Background: an optimization exercise with open tools, aiming at small area, a short achievable clock period and few clock cycles. Do not read the settings as production practice.
The RTL was checked by simulation tests, not by an equivalence proof against the original design.
Power figures rest on the tool's default switching activity, not on a simulated workload.

## rq_core
module rq_core (
    input  wire        clk,
    input  wire        rst,         
    input  wire        cmd_valid,
    output wire        cmd_ready,
    input  wire [31:0] cmd_data,
    output reg         out_valid,
    output reg  [15:0] out_data
);
    localparam [1:0] ST_UNCONF = 2'd0, ST_READY = 2'd1, ST_ERROR = 2'd2;
    localparam [2:0] C_CFG_TARGET = 3'd1, C_CFG_RATES = 3'd2,
                     C_PROTOCOL   = 3'd3, C_ILLEGAL   = 3'd4;
    localparam integer P_HDR   = 0,    
                       P_CFG   = 1,    
                       P_PRATE = 2,    
                       P_DIV   = 3,    
                       P_CHK   = 4,    
                       P_EMIT0 = 5,    
                       P_EMIT1 = 6,    
                       P_SAMP  = 7,    
                       P_DROP  = 8;    
    reg [1:0]  state;
    reg [2:0]  cause;
    reg [30:0] trate;         
    reg [8:0]  ph;            
    reg        rdy;           
    reg        is_err;        
    reg        pflag;         
    reg        first;         
    reg [32:0] rreg;          
    reg [23:0] remain;        
    reg [23:0] qr;            
    reg        qz;            
    reg [4:0]  cnt;           
    reg        cz;            
    reg [32:0] acc;           
    reg        s1v, s2v;
    reg [31:0] s1;
    reg [24:0] s2;
    assign cmd_ready = rdy;
    wire       hs   = cmd_valid & rdy;
    wire [7:0] op   = cmd_data[31:24];
    wire [23:0] len = cmd_data[23:0];
    wire [24:0] kq;
    wire [15:0] q;
    rq_qnt_pre u_pre (.w(s1), .k(kq));
    rq_qnt     u_qnt (.k(s2), .q(q));
    wire        samp  = ph[P_SAMP] | ph[P_EMIT1];
    wire        bit_n = qr[23];
    wire        cina  = ~first;
    wire [33:0] sa2   = {acc, 1'b1} + {~rreg, cina};
    wire [32:0] sum_a = sa2[33:1];
    wire        a_neg = sum_a[32];
    wire        x_zero = ph[P_PRATE] | ph[P_CHK] | first;
    wire        x_dbl  = ph[P_DIV] & ~first;
    wire [32:0] x_b    = x_zero ? 33'd0 : x_dbl ? {acc[31:0], 1'b0} : acc;
  ...
Size: roughly 2400 cells after synthesis, about 250 flip-flops, roughly 53 I/O pins, about 17000 um2 of cells after synthesis.
export LEC_CHECK = 0
export ABC_AREA = 1
export CAP_MARGIN = 20
export CORE_MARGIN = 2
export CORE_UTILIZATION = 70
export CTS_BUF_LIST = sky130_fd_sc_hd__clkbuf_4 sky130_fd_sc_hd__clkbuf_8
export SLEW_MARGIN = 20
export TNS_END_PERCENT = 5
create_clock -name core_clock -period 12.0 [get_ports {clk}]
standard.sh (not shown) runs the stock make flow with config.mk's settings and CLKGATE_MAP_FILE= SYNTH_SCRIPT=/design/flow/synth_recipe.tcl, a recipe that flattens the netlist after the stock synthesis.
==> flow/flow/run.sh <==
#!/bin/bash
# Standard layout, with timing repair aimed below the clock period
# (setup slack target SETUP_SLACK_MARGIN ns) and the port buffers made
# with buf_4 cells.
set -euo pipefail
export SETUP_SLACK_MARGIN=8.3
export BUFFER_PORTS_ARGS="-buffer_cell sky130_fd_sc_hd__buf_4"
bash standard.sh > standard_flow.log 2>&1
Testbench counts at the start, summed over its fixed seeds: cycles 77,367.
Next try:
--- a/flow/flow/run.sh
+++ b/flow/flow/run.sh
@@ -4,5 +4,5 @@
 # with buf_4 cells.
 set -euo pipefail
-export SETUP_SLACK_MARGIN=8.3
+export SETUP_SLACK_MARGIN=8.7
 export BUFFER_PORTS_ARGS="-buffer_cell sky130_fd_sc_hd__buf_4"
 bash standard.sh > standard_flow.log 2>&1
CORE_UTILIZATION = 50   (was 70)
=>
- The changed run passed the timing, DRC and antenna checks
- clock skew climbs by 13 ps
- fmax climbs by a few percent
- cell count climbs by a few percent
- synthesized area does not change
- count of clock-buffer cells in the layout drops by 8
- first-iteration DRC count drops by well over a third
- register-to-register slack improved by 280 ps
- worst hold slack got worse by 35 ps
- power climbs by a few percent
- wire length climbs by a few percent
- synthesized cell count stays the same
Next try:
==> flow/flow/run.sh (replaced) <==
#!/bin/bash
# Standard layout, with timing repair aimed below the clock period:
# repair_timing works to a setup slack of SETUP_SLACK_MARGIN ns.
set -euo pipefail
export SETUP_SLACK_MARGIN=9
bash standard.sh > standard_flow.log 2>&1
What happened:
- combinational power goes up by about 5%
- maximum frequency goes down by 0.46%
- routed wire length goes up by 2.5%
- power goes up by 3.2%
- sequential share of layout area goes down by 1.1 points
- flip-flop and latch count does not change
- die area is unchanged
Next try:
==> flow/flow/run.sh (replaced) <==
#!/bin/bash
# Standard layout, with timing repair aimed below the clock period:
# repair_timing works to a setup slack of SETUP_SLACK_MARGIN ns.
set -euo pipefail
export SETUP_SLACK_MARGIN=8
bash standard.sh > standard_flow.log 2>&1
ABC_AREA = not set   (was 1)
Result: Final area drops by a few percent; routed wire length drops by a few percent; power drops by about a fifth; sequential power drops by roughly a tenth; non-clock buffer count drops by 49; setup slack gets worse by 310 ps; sequential share of layout area climbs by 1.5 points; maximum frequency drops by a little under a tenth; global-route usage drops by 0.78 points; die area hardly moves; register-to-register slack gets worse by 500 ps.

rq_core again, from the RTL that the note above started with.
clock: 12.0 ns
lec_check: 0
abc_area: 1
cap_margin: 20
core_margin: 2
core_utilization: 50
cts_buf_list: sky130_fd_sc_hd__clkbuf_4 sky130_fd_sc_hd__clkbuf_8
slew_margin: 20
tns_end_percent: 5
==> flow/flow/run.sh <==
#!/bin/bash
# Standard layout, with timing repair aimed below the clock period:
# repair_timing works to a setup slack of SETUP_SLACK_MARGIN ns.
set -euo pipefail
export SETUP_SLACK_MARGIN=8
bash standard.sh > standard_flow.log 2>&1
The baseline produced a clean layout.
Testbench counts at the start, summed over its fixed seeds: cycles 77,367.
Next try:
--- a/flow/flow/run.sh
+++ b/flow/flow/run.sh
@@ -4,3 +4,3 @@
 set -euo pipefail
-export SETUP_SLACK_MARGIN=8
+export SETUP_SLACK_MARGIN=8.3
 bash standard.sh > standard_flow.log 2>&1
The new run produced a clean layout. Die area stays the same. Register-to-register slack gets better by 0.17 ns. Cell area increases slightly. Power is higher by a few percent. Non-clock buffer count rose by 7. Global-route usage fell by 0.49 points. Fmax increases by a few percent. Via count stays flat. Final cell count stays flat.
Next try:
==> flow/flow/run.sh (replaced) <==
#!/bin/bash
# Standard layout, with timing repair aimed below the clock period
# (setup slack target SETUP_SLACK_MARGIN ns) and the port buffers made
# with buf_4 cells.
set -euo pipefail
export SETUP_SLACK_MARGIN=8.3
export BUFFER_PORTS_ARGS="-buffer_cell sky130_fd_sc_hd__buf_4"
bash standard.sh > standard_flow.log 2>&1
What happened: Clock-buffer cell count shrinks by 8. Clock skew shrinks by 0.013 ns. Sequential share of layout area grows by 0.30 points. Register-to-register slack gets better by 0.12 ns. Hold slack gets better by 0.019 ns. Die area is unchanged. Routed wire length shrinks by about 0.9%. Total power shrinks by 0.90%. Core utilization shrinks by 0.57 points. Worst setup slack gets better by 0.15 ns.
Next try:
Settings changed: CORE_UTILIZATION 50 to 60.
Outcome:
- The changed run completed with no timing, DRC or antenna violations
- sequential share of layout area goes up by 0.56 points
- utilization goes up by 10 points
- wire length goes down by 4.6%
- critical path depth goes down by 2
- worst setup slack gets worse by 0.0076 ns
Next try:
==> flow/flow/run.sh (replaced) <==
#!/bin/bash
# Standard layout, with timing repair aimed below the clock period:
# repair_timing works to a setup slack of SETUP_SLACK_MARGIN ns.
set -euo pipefail
export SETUP_SLACK_MARGIN=8.6
bash standard.sh > standard_flow.log 2>&1
Settings changed: CORE_UTILIZATION 60 to 50.
After rerunning:
- setup slack gains 0.038 ns
- register-to-register slack improves by 0.15 ns
- power is higher by 5.9%
- cell count climbs by about 4.7%

==> afterwards: timing with drivers on the ports <==
No port has a modelled driver above. Below, the same layouts with a new extraction and two added sets of constraints.
Step 1: set_driving_cell puts a clkbuf_16 on clk and a buf_2 on each other input, an assumption about the parent block.
Step 2, shift: input delay + t, output delay - t, t = (earliest + latest rising clock arrival at the registers) / 2. This alone moves slack from input paths to output paths.
Slacks: ideal ports / drivers / drivers and shift; pairs: ideal ports / drivers.
| run | shift t [ns] | setup slack, ns | hold WS [ns] | slew at the worst register clock pin (ns) |
|---|---|---|---|---|
| the first run of note 1 | 0.597 | 8.149 / 8.149 / 7.614 | 0.374 / 0.374 / 0.374 | 0.07 / 0.07 |
| the second run of note 1 | 0.651 | 8.330 / 8.338 / 7.688 | 0.339 / 0.339 / 0.339 | 0.07 / 0.07 |
| the third run of note 1 | 0.672 | 8.313 / 8.348 / 7.675 | 0.324 / 0.324 / 0.324 | 0.07 / 0.07 |
| the fourth run of note 1 | 0.655 | 8.005 / 7.974 / 7.359 | 0.352 / 0.352 / 0.352 | 0.07 / 0.07 |
| the first run of note 2 | 0.669 | 7.980 / 7.930 / 7.375 | 0.353 / 0.353 / 0.353 | 0.07 / 0.07 |
| the second run of note 2 | 0.666 | 8.123 / 8.071 / 7.649 | 0.328 / 0.328 / 0.328 | 0.07 / 0.07 |
| the third run of note 2 | 0.645 | 8.275 / 8.243 / 7.650 | 0.346 / 0.346 / 0.346 | 0.07 / 0.07 |
| the fourth run of note 2 | 0.601 | 8.268 / 8.289 / 7.688 | 0.399 / 0.399 / 0.399 | 0.08 / 0.08 |
| the fifth run of note 2 | 0.664 | 8.306 / 8.336 / 7.672 | 0.328 / 0.328 / 0.328 | 0.07 / 0.07 |
After both steps setup and hold are still met in every run listed. The setup slack of the fourth run of note 1, which loses most, moves by -0.031 ns with the drivers and by -0.646 ns with both steps.
